This design comes from an exercise in tuning for small area, a short achievable clock period and few clock cycles on the open sky130 flow, not from production work. Where RTL was checked, it was by simulation tests only, not by an equivalence proof against the original. For run 2, only the layout was checked, not whether the RTL still works. Power figures rest on the tool's default switching activity, not on a simulated workload.

[flow/design.v]
module sampa_elink_step (
    input  wire [1:0]  st,
    input  wire [5:0]  cnt,
    input  wire [9:0]  nw,
    input  wire [49:0] win,
    output reg  [1:0]  st_n,
    output reg  [5:0]  cnt_n,
    output reg  [9:0]  nw_n,
    output reg         emit,
    output reg  [1:0]  kind
);
    localparam [49:0] SYNC = 50'h1555540F00113;
    localparam [1:0] S_HUNT   = 2'd0;
    localparam [1:0] S_HEADER = 2'd1;
    localparam [1:0] S_DATA   = 2'd2;
    localparam [1:0] K_HEADER  = 2'd0;
    localparam [1:0] K_WORD    = 2'd1;
    localparam [1:0] K_SYNCERR = 2'd2;
    wire       is_sync = (win == SYNC);
    wire [2:0] pkt     = win[9:7];
    wire [9:0] numw    = win[19:10];
    wire [5:0] cnt_inc = cnt + 6'd1;
    wire pkt_sync  = (pkt == 3'd2);
    wire pkt_quiet = (pkt == 3'd0) || (pkt == 3'd5);    
    always @* begin
        st_n  = st;
        cnt_n = cnt_inc;
        nw_n  = nw;
        emit  = 1'b0;
        kind  = K_HEADER;
        if (st == S_HUNT) begin
            if (cnt == 6'd50)
                cnt_n = cnt;
            if (cnt_inc >= 6'd50 && is_sync) begin
                st_n  = S_HEADER;
                cnt_n = 6'd0;
            end
        end else if (st == S_HEADER) begin
            if (cnt_inc == 6'd50) begin
                cnt_n = 6'd0;
                if (pkt_sync) begin
                    if (!is_sync) begin
                        emit = 1'b1;
                        kind = K_SYNCERR;
                    end
                end else if (!pkt_quiet) begin
                    emit = 1'b1;
                    kind = K_HEADER;
                    if (numw != 10'd0) begin
                        st_n = S_DATA;
                        nw_n = numw;
                    end
                end
            end
        end else begin  
            if (cnt_inc == 6'd10) begin
                cnt_n = 6'd0;
                emit  = 1'b1;
                kind  = K_WORD;
                nw_n  = nw - 10'd1;
                if (nw == 10'd1)
                    st_n = S_HEADER;
            end
        end
    end
endmodule
module sampa_elink (
    input  wire        clk,
    input  wire        rst,
    input  wire        clr,         
    input  wire        take,        
    input  wire        b0,
    input  wire        b1,
    input  wire        pop,         
    output reg         slot_valid,
    output reg         slot_word,   
    output reg         slot_pos,    
    output reg  [50:0] sr           
);
    wire [49:0] win0 = {b0, sr[50:2]};
    wire [49:0] win1 = {b1, b0, sr[50:3]};
    reg  [1:0] st;
    reg  [5:0] cnt;
    reg  [9:0] nw;
    wire [1:0] st0, st1, kind0, kind1;
    wire [5:0] cnt0, cnt1;
    wire [9:0] nw0, nw1;
    wire       emit0, emit1;
    sampa_elink_step u_step0 (
        .st(st),  .cnt(cnt),  .nw(nw),  .win(win0),
        .st_n(st0), .cnt_n(cnt0), .nw_n(nw0), .emit(emit0), .kind(kind0)
    );
    sampa_elink_step u_step1 (
        .st(st0), .cnt(cnt0), .nw(nw0), .win(win1),
        .st_n(st1), .cnt_n(cnt1), .nw_n(nw1), .emit(emit1), .kind(kind1)
    );
    wire emit = take & (emit0 | emit1);
    always @(posedge clk) begin
        if (rst) begin
            st         <= 2'd0;
            cnt        <= 6'd0;
            slot_valid <= 1'b0;
        end else begin
            if (take) begin
                sr <= {b1, b0, sr[50:2]};
                nw <= nw1;
            end
            if (clr) begin
                st  <= 2'd0;
                cnt <= 6'd0;
            end else if (take) begin
                st  <= st1;
                cnt <= cnt1;
            end
            if (emit)
                slot_valid <= 1'b1;
            else if (pop)
                slot_valid <= 1'b0;
        end
        if (emit) begin
            slot_word <= emit0 ? (kind0 == 2'd1) : (kind1 == 2'd1);
            slot_pos  <= emit0;
        end
    end
endmodule
module sampa_decoder (
    input  wire        clk,
    input  wire        rst,
    input  wire        in_valid,
    output wire        in_ready,
    input  wire [31:0] in_word,
    input  wire [15:0] in_mask,
    input  wire        clear,
    output wire        out_valid,
    input  wire        out_ready,
    output reg  [3:0]  out_elink,
    output reg  [1:0]  out_kind,
    output reg  [49:0] out_data
);
    localparam N = 16;
    wire [N-1:0]    slot_valid;
    wire [N-1:0]    slot_word;
    wire [N-1:0]    slot_pos;
    wire [51*N-1:0] slot_sr;
    wire [N-1:0] grant = slot_valid & (~slot_valid + {{(N-1){1'b0}}, 1'b1});
    wire [N-1:0] rest  = slot_valid & ~grant;
    wire [N-1:0] pop   = grant & {N{out_ready}};
    assign out_valid = |slot_valid;
    assign in_ready  = ~|rest & (out_ready | ~out_valid);
    wire accept = in_valid & in_ready;
    genvar e;
    generate
        for (e = 0; e < N; e = e + 1) begin : g_elink
            sampa_elink u_elink (
                .clk        (clk),
                .rst        (rst),
                .clr        (clear),
                .take       (accept & ~in_mask[e]),
                .b0         (in_word[2*e+1]),
                .b1         (in_word[2*e]),
                .pop        (pop[e]),
                .slot_valid (slot_valid[e]),
                .slot_word  (slot_word[e]),
                .slot_pos   (slot_pos[e]),
                .sr         (slot_sr[51*e +: 51])
            );
        end
    endgenerate
    integer k;
    reg [50:0] sel_sr;
    reg        sel_word, sel_pos;
    reg [49:0] win;
    always @* begin
        sel_sr    = 51'd0;
        sel_word  = 1'b0;
        sel_pos   = 1'b0;
        out_elink = 4'd0;
        for (k = 0; k < N; k = k + 1) begin
            sel_sr    = sel_sr | (slot_sr[51*k +: 51] & {51{grant[k]}});
            sel_word  = sel_word | (slot_word[k] & grant[k]);
            sel_pos   = sel_pos | (slot_pos[k] & grant[k]);
            out_elink = out_elink | (k[3:0] & {4{grant[k]}});
        end
        win = sel_pos ? sel_sr[49:0] : sel_sr[50:1];
        if (sel_word) begin
            out_kind = 2'd1;
            out_data = {40'd0, win[49:40]};
        end else begin
            out_kind = (win[9:7] == 3'd2) ? 2'd2 : 2'd0;
            out_data = win;
        end
    end
endmodule
[flow/config.mk]
export PLATFORM = sky130hd
export DESIGN_NAME = sampa_decoder
export DESIGN_NICKNAME = sampa_decoder
export VERILOG_FILES = /design/flow/design.v
export SDC_FILE = /design/flow/constraint.sdc
export NUM_CORES = 4
export LEC_CHECK = 0
export CAP_MARGIN = 20
export CORE_MARGIN = 2
export CORE_UTILIZATION = 40
export SLEW_MARGIN = 20
[flow/constraint.sdc]
create_clock -name core_clock -period 10.0 [get_ports {clk}]
set_input_delay 2.0000 -clock core_clock [delete_from_list [all_inputs] [get_ports {clk}]]
set_output_delay 2.0000 -clock core_clock [all_outputs]
set_load 0.01 [all_outputs]
[flow/run.sh]
#!/bin/bash
# synth_recipe.tcl (not shown) runs the flow's synth.tcl, then flattens the netlist and writes it again
# the make line also repeats each setting of config.mk as NAME=value (left out here)
make -C /OpenROAD-flow-scripts/flow DESIGN_CONFIG=/design/flow/config.mk WORK_HOME=/design/flow/orfs CLKGATE_MAP_FILE= SYNTH_SCRIPT=/design/flow/synth_recipe.tcl finish
==> results of run 1 <==
## synth_stat cells, drive strengths merged (57+ instances only)
master  count
nor4      190
nor2      463
or2        71
ha        160
nand2b     63
nand4     223
and3      103
or3        93
nand3     310
clkbuf    341
a211oi     58
a221oi    109
nor4bb    189
nor4b      57
mux2i     163
nor2b      68
inv       273
a222oi    111
edfxtp   1008
nor3      230
buf        63
a31oi      85
nand2     636
o21ai     291
xnor2     183
xor2      129
dfxtp     144
and2       75
a22oi     202
a21oi     312
o211ai    140
## flip-flops by register name (all words and copies together), names as in the netlist
| register | cells |
|---|---|
| g_elink.u_elink.sr | 816 |
| g_elink.u_elink.cnt | 96 |
| g_elink.u_elink.nw | 160 |
| g_elink.u_elink.slot_pos | 16 |
| g_elink.u_elink.st | 32 |
| g_elink.u_elink.slot_word | 16 |
| g_elink.u_elink.slot_valid | 16 |
## cells in the final DEF (no fill, tap or decap), drive strengths merged, types with 49 or more instances in the layout
cell type      count
inv              278
and3             103
nor2b             68
a221oi           109
o21a              49
nand2b            63
nand3            310
and2              75
xnor2            183
nand2            636
a222oi           111
nor4bb           189
xor2             129
clkinv            57
o21ai            291
nand4            223
mux2i            163
nor4b             57
buf               95
or3               93
a22oi            202
dfxtp            144
a211oi            58
a21oi            312
ha               160
nor4             190
o31ai             53
or2               71
clkbuf           161
edfxtp          1008
nor3             230
clkdlybuf4s50    109
a31oi             85
o211ai           140
nand3b            49
or4               53
nor2             463
## area by class of cell
class,instances,area (um^2)
diodes,5,12.5
clock buffers,159,3510
clock inverters,88,995
fillers,17700,104000
inverters,276,1040
multi-input cells,5799,39700
flip-flops and latches,1152,33200
well taps,2495,3120
repair buffers,206,1840
## worst register-to-register path: stages (launching register included)
cell and delay [ns]:
edfxtp_1 0.49, nor4_1 0.49, nand4b_1 0.37, nor4_1 0.82
nand3_1 0.57, nand2_1 0.38, o21ai_0 0.12, o21ai_0 0.36
inv_1 0.16, ha_1 0.30, nand2_1 0.10, o21ai_0 0.08
o21ai_0 0.30, nand2_1 0.11, or2_2 0.37, nor4_1 0.70
o21ai_0 0.19, a211o_1 0.32
## stage by stage
step | util [%] | std cells
global placement | 42.1 | 9925
CTS | 44.5 | 10200
floorplan | - | 7632
global route | 44.5 | 10200
detailed placement | 42.1 | 9926
finish | 44.5 | 10200
## routing by layer
layer / track usage (%) / share of wire [%] / vias up
met2: 42.1 / 45 / 3575
li1: - / - / 30300
met5: 0 / 0.0080 / -
met4: 13.3 / 5.2 / 4
met1: 37.2 / 41 / 33200
met3: 5.09 / 9.2 / 541
## power by group through the flow
stage,Sequential (uW),Combinational (uW),Clock (uW)
final,5490,658,5120
after CTS,5490,648,5190
after global routing,5500,717,5370
after detailed placement,5590,646,0
after global placement,5590,637,0
after floorplan,5520,459,0
## cell families (layout without fill, tap and decap cells)
logic type               after synthesis  count (layout)  share of synthesized area (%)
AND/OR/NAND/NOR                     3101            3101                           23.5
AO/OA/AOI/OAI                       2013            2013                           19.7
flip-flops                          1152            1152                           44.0
buffers and inverters                681             729                           3.58
XOR/XNOR                             312             312                           3.63
multiplexers                         211             211                           2.90
adder cells (fa/ha/maj)              162             162                           2.68
other                                  0               5                              0
## worst max path at each step
stage               depth (start not counted)  slack [ns]                             endpoint
CTS                                        12        1.58                          out_data[1]
global route                               12        1.38                          out_data[1]
floorplan                                   9        1.75  g_elink[10].u_elink.nw[0]$_DFFE_PP_
finish                                     12        1.29                          out_data[1]
detailed placement                         18        2.27  g_elink[14].u_elink.nw[9]$_DFFE_PP_
global placement                           18        2.24  g_elink[14].u_elink.nw[9]$_DFFE_PP_
==> impl_summary.log, run 1 <==
INFO  metric detailedPlace.worstSlack = approximately 2.3 ns
INFO  metric worst_hold_path.endpoint = g_elink[1].u_elink.sr[26]$_DFFE_PP_
INFO  metric maxSlewViolCount = 0
INFO  metric timing.max_cap.violations = 0
INFO  metric yosys.area.top_type = edfxtp_1
INFO  metric clk_pin_slew = roughly 0.07 ns
INFO  metric worst_ir_drop_vdd = 165 uV
INFO  metric status = timing/DRC/antenna clean
INFO  metric yosysWarningCount = 3
INFO  metric synth-seq-area-share = between 40% and 50%
INFO  metric row_count = 159
INFO  metric power.leakage = 0.0273 uW
INFO  metric vias_per_cell = about 6.6
INFO  metric finalWorstSetupSlack = around 1.3 ns
INFO  metric cts.hold.buffers_added = 0
INFO  metric grt_remaining_overflow = 0
INFO  metric power_report.internal_total = between 8000 and 9000 uW
INFO  metric worstPathBufferInverterCount = 4
INFO  metric pwr-share-seq = around 50%
INFO  metric setup_viol = 0
INFO  metric critPathMaxStageDelay = about 0.89 ns
INFO  metric hold_violations = 0
INFO  metric post-route-min-period = a little under 9 ns
INFO  metric netSwitchingPower = between 2000 and 3000 uW
INFO  metric critPathRequiredTime = about 8.0 ns
INFO  metric syn_area = roughly 0.075 mm^2
INFO  metric grt_setup_unrepaired = no
INFO  metric critical_path.top_delay_family = simple AND/OR/NAND/NOR gates
INFO  metric synth_fp_nets = ~7.8k
INFO  metric number_of_enable_flip_flop_cells_after_synthesis = approximately 1.0k
INFO  metric power.clock.fraction = a little under half
INFO  metric detail_route.wl_per_cell = around 27 um
INFO  metric synth-seq-cells = approximately 1.2k
INFO  metric cp-start-kind = register
INFO  metric worst-path-max-fanout = just over 60
INFO  metric min_from = g_elink[1].u_elink.sr[28]$_DFFE_PP_
INFO  metric gpl.final_weighted_congestion = roughly 1.0
INFO  metric wire_length_of_the_first_global_routing_pass = ~410,000 um
INFO  metric worst-endpoint-arrival = approximately 6.7 ns
INFO  metric slew_headroom = between 20% and 30%
INFO  metric detail-route-antenna-nets = 0
INFO  metric worstMarginPinSlew = about 1.2 ns
INFO  metric crit_path_cell_trace = buf_4, or4_4, or4_1, nor4b_4, buf_4, a222oi_1, nand4_1, a221oi_1, buf_4, mux2i_1, mux2_2, clkdlybuf4s50_1
INFO  metric slowest_stage = nor4b_4
INFO  metric rr_endpoint = g_elink[14].u_elink.nw[9]$_DFFE_PP_
INFO  metric period_share = 87.1%
INFO  metric detailed_place.area = ~0.079 mm^2
INFO  metric timing.critical_path.to_type = output pin
INFO  metric clockBufferDepth = 3
INFO  metric power.density_cell_area = ~140 mW/mm^2
INFO  metric combinational_power_share = 5.8%
INFO  metric cts-htree-levels = 4
INFO  metric tritoncts.num_buffers = approximately 140
INFO  metric synth_area_per_cell = ~9.9 um^2
INFO  metric synth_ff_type = edfxtp_1
INFO  metric setup.worst_path.start = g_elink[1].u_elink.slot_valid$_SDFFE_PP0P_
INFO  metric cts_setup_buffers = 0
INFO  metric fin_area = about 0.083 mm^2
INFO  metric number_of_port_buffers = 110
INFO  metric design.core.area = roughly 0.19 mm^2
INFO  metric cts_num_sinks = approximately 1.2k
INFO  metric clk_root_buffer_cell = clkbuf_16
INFO  metric ys_top_cells_by_area = edfxtp_1 (40%), dfxtp_1 (3.8%), nand2_1 (3.2%)
INFO  metric drtIter0Drc = 10.5k
INFO  metric drc = 0
INFO  metric floorplan.die.height = approximately 440 um
INFO  metric fraction_of_final_layout_cells_sized_beyond_drive_strength_1 = under 10%
INFO  metric cts_resized = 0
INFO  metric dr_total_vias = around 68k
INFO  metric overall_global_routing_usage = 27.4%
INFO  metric hold_class = register to register
INFO  metric most_used_cell_along_the_critical_path = buf_4
INFO  metric fp.dieArea = ~0.19 mm^2
INFO  metric worst_hold_path.num_cells = 0
INFO  metric clock_tree_from_tritoncts = built
INFO  metric dp.final_hpwl = slightly above 200,000 um
INFO  metric synth_async_sr_flop_share = 0%
INFO  metric ff2ff_setup_slack = ~3.5 ns
INFO  metric routed_wirelength = about 270,000 um
INFO  metric flow.area_growth_from_synthesis = 10.7%
INFO  metric postSynthCellCount = approximately 7.6k
INFO  metric clock_insertion_delay_worst_skew = around 0.80 ns
INFO  metric number_of_antenna_violations_at_the_first_check_in_global_routing = 8
INFO  metric grt_start_max_net_pins = 84
INFO  metric nets = 7,783
INFO  metric boundaryPins = about 110
INFO  metric synth.lib_cells_used.distinct = 132
INFO  metric post-synth-top-area-fraction = 40.2%
INFO  metric initial_standard_cell_utilization_of_the_core = 40.2%
INFO  metric die_wd = 438 um
INFO  metric setup_tns = 0 ns
INFO  metric worst_r2r_startpoint = g_elink[14].u_elink.sr[18]$_DFFE_PP_
INFO  metric fin_worst_skew = 0.0395 ns
INFO  metric number_of_global_route_vias_before_repair = roughly 62k
INFO  metric worst_reg_to_reg_cells = 17
INFO  metric crit_type = register to output pin
INFO  metric fmax = about 110 MHz
INFO  metric post-layout-total-power = approximately 11,000 uW
INFO  metric power_switching_share = 24.8%
INFO  metric final.hold.worst_slack = 0.464 ns
INFO  metric drtPass1Iterations = 10
Testbench counts, summed over its fixed seeds: cycles 21,264.
==> run 2: changes to the inputs <==
--- a/flow/design.v
+++ b/flow/design.v
@@ -73,15 +73,17 @@
     input  wire        b1,
     input  wire        pop,         
     output reg         slot_valid,
-    output reg         slot_word,   
-    output reg         slot_pos,    
-    output reg  [50:0] sr           
+    output reg  [1:0]  slot_kind,
+    output reg  [49:0] slot_data
 );
-    wire [49:0] win0 = {b0, sr[50:2]};
-    wire [49:0] win1 = {b1, b0, sr[50:3]};
-    reg  [1:0] st;
-    reg  [5:0] cnt;
-    reg  [9:0] nw;
+    localparam [1:0] S_HUNT = 2'd0;
+    localparam [1:0] K_WORD = 2'd1;
+    reg [1:0]  st;
+    reg [49:0] sr;     
+    reg [5:0]  cnt;    
+    reg [9:0]  nw;     
+    wire [49:0] win0 = {b0, sr[49:1]};
+    wire [49:0] win1 = {b1, win0[49:1]};
     wire [1:0] st0, st1, kind0, kind1;
     wire [5:0] cnt0, cnt1;
     wire [9:0] nw0, nw1;
@@ -94,19 +96,22 @@
         .st(st0), .cnt(cnt0), .nw(nw0), .win(win1),
         .st_n(st1), .cnt_n(cnt1), .nw_n(nw1), .emit(emit1), .kind(kind1)
     );
-    wire emit = take & (emit0 | emit1);
+    wire        emit  = take & (emit0 | emit1);
+    wire [1:0]  ekind = emit0 ? kind0 : kind1;
+    wire [49:0] ewin  = emit0 ? win0 : win1;
+    wire [49:0] edata = (ekind == K_WORD) ? {40'd0, ewin[49:40]} : ewin;
     always @(posedge clk) begin
         if (rst) begin
-            st         <= 2'd0;
+            st         <= S_HUNT;
             cnt        <= 6'd0;
             slot_valid <= 1'b0;
         end else begin
             if (take) begin
-                sr <= {b1, b0, sr[50:2]};
+                sr <= win1;
                 nw <= nw1;
             end
             if (clr) begin
-                st  <= 2'd0;
+                st  <= S_HUNT;
                 cnt <= 6'd0;
             end else if (take) begin
                 st  <= st1;
@@ -118,8 +123,8 @@
                 slot_valid <= 1'b0;
         end
         if (emit) begin
-            slot_word <= emit0 ? (kind0 == 2'd1) : (kind1 == 2'd1);
-            slot_pos  <= emit0;
+            slot_kind <= ekind;
+            slot_data <= edata;
         end
     end
 endmodule
@@ -139,14 +144,11 @@
 );
     localparam N = 16;
     wire [N-1:0]    slot_valid;
-    wire [N-1:0]    slot_word;
-    wire [N-1:0]    slot_pos;
-    wire [51*N-1:0] slot_sr;
-    wire [N-1:0] grant = slot_valid & (~slot_valid + {{(N-1){1'b0}}, 1'b1});
-    wire [N-1:0] rest  = slot_valid & ~grant;
-    wire [N-1:0] pop   = grant & {N{out_ready}};
+    wire [2*N-1:0]  slot_kind;
+    wire [50*N-1:0] slot_data;
+    reg  [N-1:0]    pop;
+    assign in_ready  = ~|slot_valid;
     assign out_valid = |slot_valid;
-    assign in_ready  = ~|rest & (out_ready | ~out_valid);
     wire accept = in_valid & in_ready;
     genvar e;
     generate
@@ -160,34 +162,27 @@
                 .b1         (in_word[2*e]),
                 .pop        (pop[e]),
                 .slot_valid (slot_valid[e]),
-                .slot_word  (slot_word[e]),
-                .slot_pos   (slot_pos[e]),
-                .sr         (slot_sr[51*e +: 51])
+                .slot_kind  (slot_kind[2*e +: 2]),
+                .slot_data  (slot_data[50*e +: 50])
             );
         end
     endgenerate
     integer k;
-    reg [50:0] sel_sr;
-    reg        sel_word, sel_pos;
-    reg [49:0] win;
+    reg found;
     always @* begin
-        sel_sr    = 51'd0;
-        sel_word  = 1'b0;
-        sel_pos   = 1'b0;
+        found     = 1'b0;
         out_elink = 4'd0;
+        out_kind  = 2'd0;
+        out_data  = 50'd0;
+        pop       = {N{1'b0}};
         for (k = 0; k < N; k = k + 1) begin
-            sel_sr    = sel_sr | (slot_sr[51*k +: 51] & {51{grant[k]}});
-            sel_word  = sel_word | (slot_word[k] & grant[k]);
-            sel_pos   = sel_pos | (slot_pos[k] & grant[k]);
-            out_elink = out_elink | (k[3:0] & {4{grant[k]}});
-        end
-        win = sel_pos ? sel_sr[49:0] : sel_sr[50:1];
-        if (sel_word) begin
-            out_kind = 2'd1;
-            out_data = {40'd0, win[49:40]};
-        end else begin
-            out_kind = (win[9:7] == 3'd2) ? 2'd2 : 2'd0;
-            out_data = win;
+            if (!found && slot_valid[k]) begin
+                found     = 1'b1;
+                out_elink = k[3:0];
+                out_kind  = slot_kind[2*k +: 2];
+                out_data  = slot_data[50*k +: 50];
+                pop[k]    = out_ready;
+            end
         end
     end
 endmodule
==> impl_summary.log, run 2 <==
INFO  metric power.density_cell_area = around 150 mW/mm^2
INFO  metric cp-start-kind = register
INFO  metric vias_per_cell = 6.24
INFO  metric postSynthCellCount = 10.9k
INFO  metric synth-compound-area-share = between 10% and 20%
INFO  metric fraction_of_final_layout_cells_sized_beyond_drive_strength_1 = slightly below 7%
INFO  metric top_register = g_elink.u_elink.slot_data
INFO  metric layout.cells.most_common_list = nand2_1 (1,839), edfxtp_1 (1,776), a21oi_1 (876)
INFO  metric cts_resized = 0
INFO  metric yosysWarningCount = 3
INFO  metric post-route-min-period = 8.38 ns
INFO  metric crit_type = register to output pin
INFO  metric detailedPlace.worstSlack = between 1.5 and 2 ns
INFO  metric clock_tree_from_tritoncts = built
INFO  metric timing.critical_path.to_type = output pin
INFO  metric flow.area_growth_from_synthesis = 10.7%
INFO  metric status = timing/DRC/antenna clean
INFO  metric fin_area = around 0.12 mm^2
INFO  metric cts.hold.buffers_added = 0
INFO  metric synth_fp_nets = around 11k
INFO  metric number_of_enable_flip_flop_cells_after_synthesis = 1,776
INFO  metric number_of_port_buffers = 110
INFO  metric worst-endpoint-arrival = approximately 6.4 ns
INFO  metric cts-htree-levels = 4
INFO  metric setup_viol = 0
INFO  metric row_count = approximately 190
INFO  metric timing.max_cap.violations = 0
INFO  metric hold_class = register to register
INFO  metric netSwitchingPower = approximately 4000 uW
INFO  metric hold_violations = 0
INFO  metric boundaryPins = between 100 and 150
INFO  metric pwr-share-seq = between 50% and 60%
INFO  metric largest_register_ffs = 800
INFO  metric detailed_place.area = around 0.12 mm^2
INFO  metric detail-route-antenna-nets = 0
INFO  metric synthMostInstantiatedCell = nand2_1
INFO  metric dominant_combinational_cell_family_by_area_after_synthesis = simple AND/OR/NAND/NOR gates
INFO  metric slew_headroom = 19.9%
INFO  metric filler_cell_count = between 20k and 30k
INFO  metric critPathRequiredTime = around 8.0 ns
INFO  metric synth_area_per_cell = approximately 10 um^2
INFO  metric post-synth-top-area-fraction = 48.3%
INFO  metric synth_ff_type = edfxtp_1
INFO  metric detail_route.wl_per_cell = about 26 um
INFO  metric period_share = between 80% and 90%
INFO  metric maxSlewViolCount = 0
INFO  metric dp.final_hpwl = around 270,000 um
INFO  metric clk_pin_slew = 0.07 ns
INFO  metric cts_num_sinks = approximately 1.9k
INFO  metric power_switching_share = a little under a quarter
INFO  metric number_of_global_route_vias_before_repair = 85.6k
INFO  metric syn_area = about 0.11 mm^2
INFO  metric synthXorXnorAreaFrac = around 2.6%
INFO  metric grt_start_max_net_pins = 72
INFO  metric clock_insertion_delay_worst_skew = 0.91 ns
INFO  metric fp.dieArea = around 0.28 mm^2
INFO  metric number_of_antenna_violations_at_the_first_check_in_global_routing = 24
INFO  metric setup_tns = 0 ns
INFO  metric routed_wirelength = 377,000 um
INFO  metric synth_simple_gate_area_share = between 20% and 30%
INFO  metric leading_cell_type_in_the_layout_fill_and_taps_excluded = nand2_1
INFO  metric critPathMaxStageDelay = roughly 0.86 ns
INFO  metric muxShareOfSynthArea = under 10%
INFO  metric synth-seq-cells = between 1.5k and 2k
INFO  metric cts_setup_buffers = 0
INFO  metric worst_ir_drop_vdd = around 130 uV
INFO  metric dr_total_vias = approximately 91k
INFO  metric drtIter0Drc = between 10k and 15k
INFO  metric synth-seq-area-share = 50.9%
INFO  metric initial_standard_cell_utilization_of_the_core = about two fifths
INFO  metric synth_top_cells_by_count = nand2_1 (1,842), edfxtp_1 (1,776), a21oi_1 (881)
INFO  metric combinational_power_share = under 10%
INFO  metric fin_worst_skew = ~0.088 ns
INFO  metric grt_setup_unrepaired = no
INFO  metric most_used_cell_along_the_critical_path = buf_4
INFO  metric worstMarginPinSlew = 1.20 ns
INFO  metric yosys.area.top_type = edfxtp_1
INFO  metric gpl.final_weighted_congestion = 0.964
INFO  metric ys_top_cells_by_area = edfxtp_1 (48%), nand2_1 (6.3%), mux2i_1 (4.5%)
INFO  metric drtPass1Iterations = 10
INFO  metric fmax = roughly 120 MHz
INFO  metric grt_remaining_overflow = 0
INFO  metric finalWorstSetupSlack = 1.62 ns
INFO  metric floorplan.die.height = 529 um
INFO  metric tritoncts.num_buffers = 214
INFO  metric synth_async_sr_flop_share = 0%
INFO  metric synth.lib_cells_used.distinct = around 110
INFO  metric post-layout-total-power = around 18,000 uW
INFO  metric largest_registers = g_elink.u_elink.slot_data x800, g_elink.u_elink.sr x784, g_elink.u_elink.nw x160
INFO  metric slowest_stage = nor4_1
INFO  metric crit_path_cell_trace = buf_4, nor4_1, and2_2, buf_4, nor2_1, a221oi_1, and4b_1, o31a_1, a21oi_1, clkdlybuf4s50_1
INFO  metric power.leakage = slightly above 0.04 uW
INFO  metric drc = 0
INFO  metric wire_length_of_the_first_global_routing_pass = approximately 560,000 um
INFO  metric clockBufferDepth = 4
INFO  metric die_wd = 529 um
INFO  metric overall_global_routing_usage = 25.9%
INFO  metric power_report.internal_total = approximately 14,000 uW
INFO  metric yosys.area_share.adder = 1.81%
INFO  metric worst-path-max-fanout = 53
INFO  metric power.clock.fraction = between 40% and 50%
INFO  metric clk_root_buffer_cell = clkbuf_16
INFO  metric nets = 11.0k
INFO  metric design.core.area = between 0.2 and 0.3 mm^2
-- run 2: path summary, 6_finish.rpt --
check	endpoint	depth (start not counted)	start	slack [ns]
max	out_data[32]	10	g_elink[1].u_elink.slot_valid$_SDFFE_PP0P_	1.62
max reg2reg	g_elink[7].u_elink.slot_data[26]$_SDFFCE_PN0P_	17	g_elink[7].u_elink.cnt[0]$_SDFFE_PP0P_	2.79
min reg2reg	g_elink[10].u_elink.sr[26]$_DFFE_PP_	0	g_elink[10].u_elink.sr[28]$_DFFE_PP_	0.47
min	g_elink[10].u_elink.sr[26]$_DFFE_PP_	0	g_elink[10].u_elink.sr[28]$_DFFE_PP_	0.47
-- run 2: cell families (layout without fill, tap and decap cells) --
group / Yosys count / in the layout
mux: 534 / 534
compound gates: 2552 / 2552
fa+ha+maj: 160 / 160
xor+xnor: 329 / 329
buf+inv: 881 / 887
flops: 1920 / 1920
simple gates: 4542 / 4542
other cells: 0 / 10
-- run 2: area by class of cell --
cell class	instances	area, um^2	area share, %
sequential	1920	56200	46.0
multi-input combinational	8117	51300	41.9
clock buffer	272	5710	4.66
tap	3686	4610	3.77
timing repair buffer	256	2270	1.85
clock inverter	113	1260	1.03
inverter	246	927	0.758
antenna	10	25.0	0.0205
-- run 2: worst max-delay path, delay by kind of cell, from the launching register on --
family,cells,cell delay [ns]
DFF,1,0.56
AOI/OAI and AO/OA,3,1.61
and+or+nand+nor,4,1.72
buffers and inverters,3,1.55
-- run 2: power groups by stage --
stage | Combinational [uW] | Clock [uW] | Sequential [uW]
5_1_grt | 774 | 8420 | 9020
6_report | 704 | 8030 | 9010
4_1_cts | 697 | 8150 | 9000
3_3_place_gp | 684 | 0 | 9170
3_5_place_dp | 693 | 0 | 9170
2_1_floorplan | 488 | 0 | 9100
-- run 2: per-stage QoR --
step | utilization (%) | hold slack, ns | cells
global placement | 42.0 | 0.468 | 14200
global route | 44.6 | 0.502 | 14600
CTS | 44.6 | 0.473 | 14600
finish | 44.6 | 0.475 | 14600
floorplan | - | 0.421 | 10900
detailed placement | 42.0 | 0.465 | 14200
-- run 2: layer usage --
| layer | track usage, % | wire, um | vias to the layer above |
|---|---|---|---|
| met3 | 3.40 | 29400 | 694 |
| li1 | - | - | 41400 |
| met4 | 11.7 | 18600 | 8 |
| met2 | 41.7 | 175000 | 4075 |
| met1 | 34.7 | 154000 | 45000 |
| met5 | 0 | 51 | - |

==> what the ideal ports hide <==
In the flow no input, the clock included, has a driving cell. The finished layouts below were timed again as built, in two steps. Step 1, drivers: a clkbuf_16 drives clk and a buf_2 each remaining input, both assumed. Step 2, shift: input delay + t, output delay - t, t = (earliest + latest rising clock arrival at the registers) / 2. This alone moves slack from input paths to output paths. Slacks: ideal / step 1 / step 2; pairs: ideal / step 1.
run	shift t [ns]	setup slack, ns	hold slack, ns	latest minus earliest clock arrival (ns)	slew at the worst register clock pin (ns)
run 1	0.874	1.292 / 1.199 / 2.073	0.464 / 0.464 / 0.464	0.039 / 0.040	0.07 / 0.07
run 2	0.966	1.619 / 1.522 / 1.729	0.475 / 0.475 / 0.475	0.090 / 0.090	0.07 / 0.07
After both steps setup and hold are still met in every run listed.
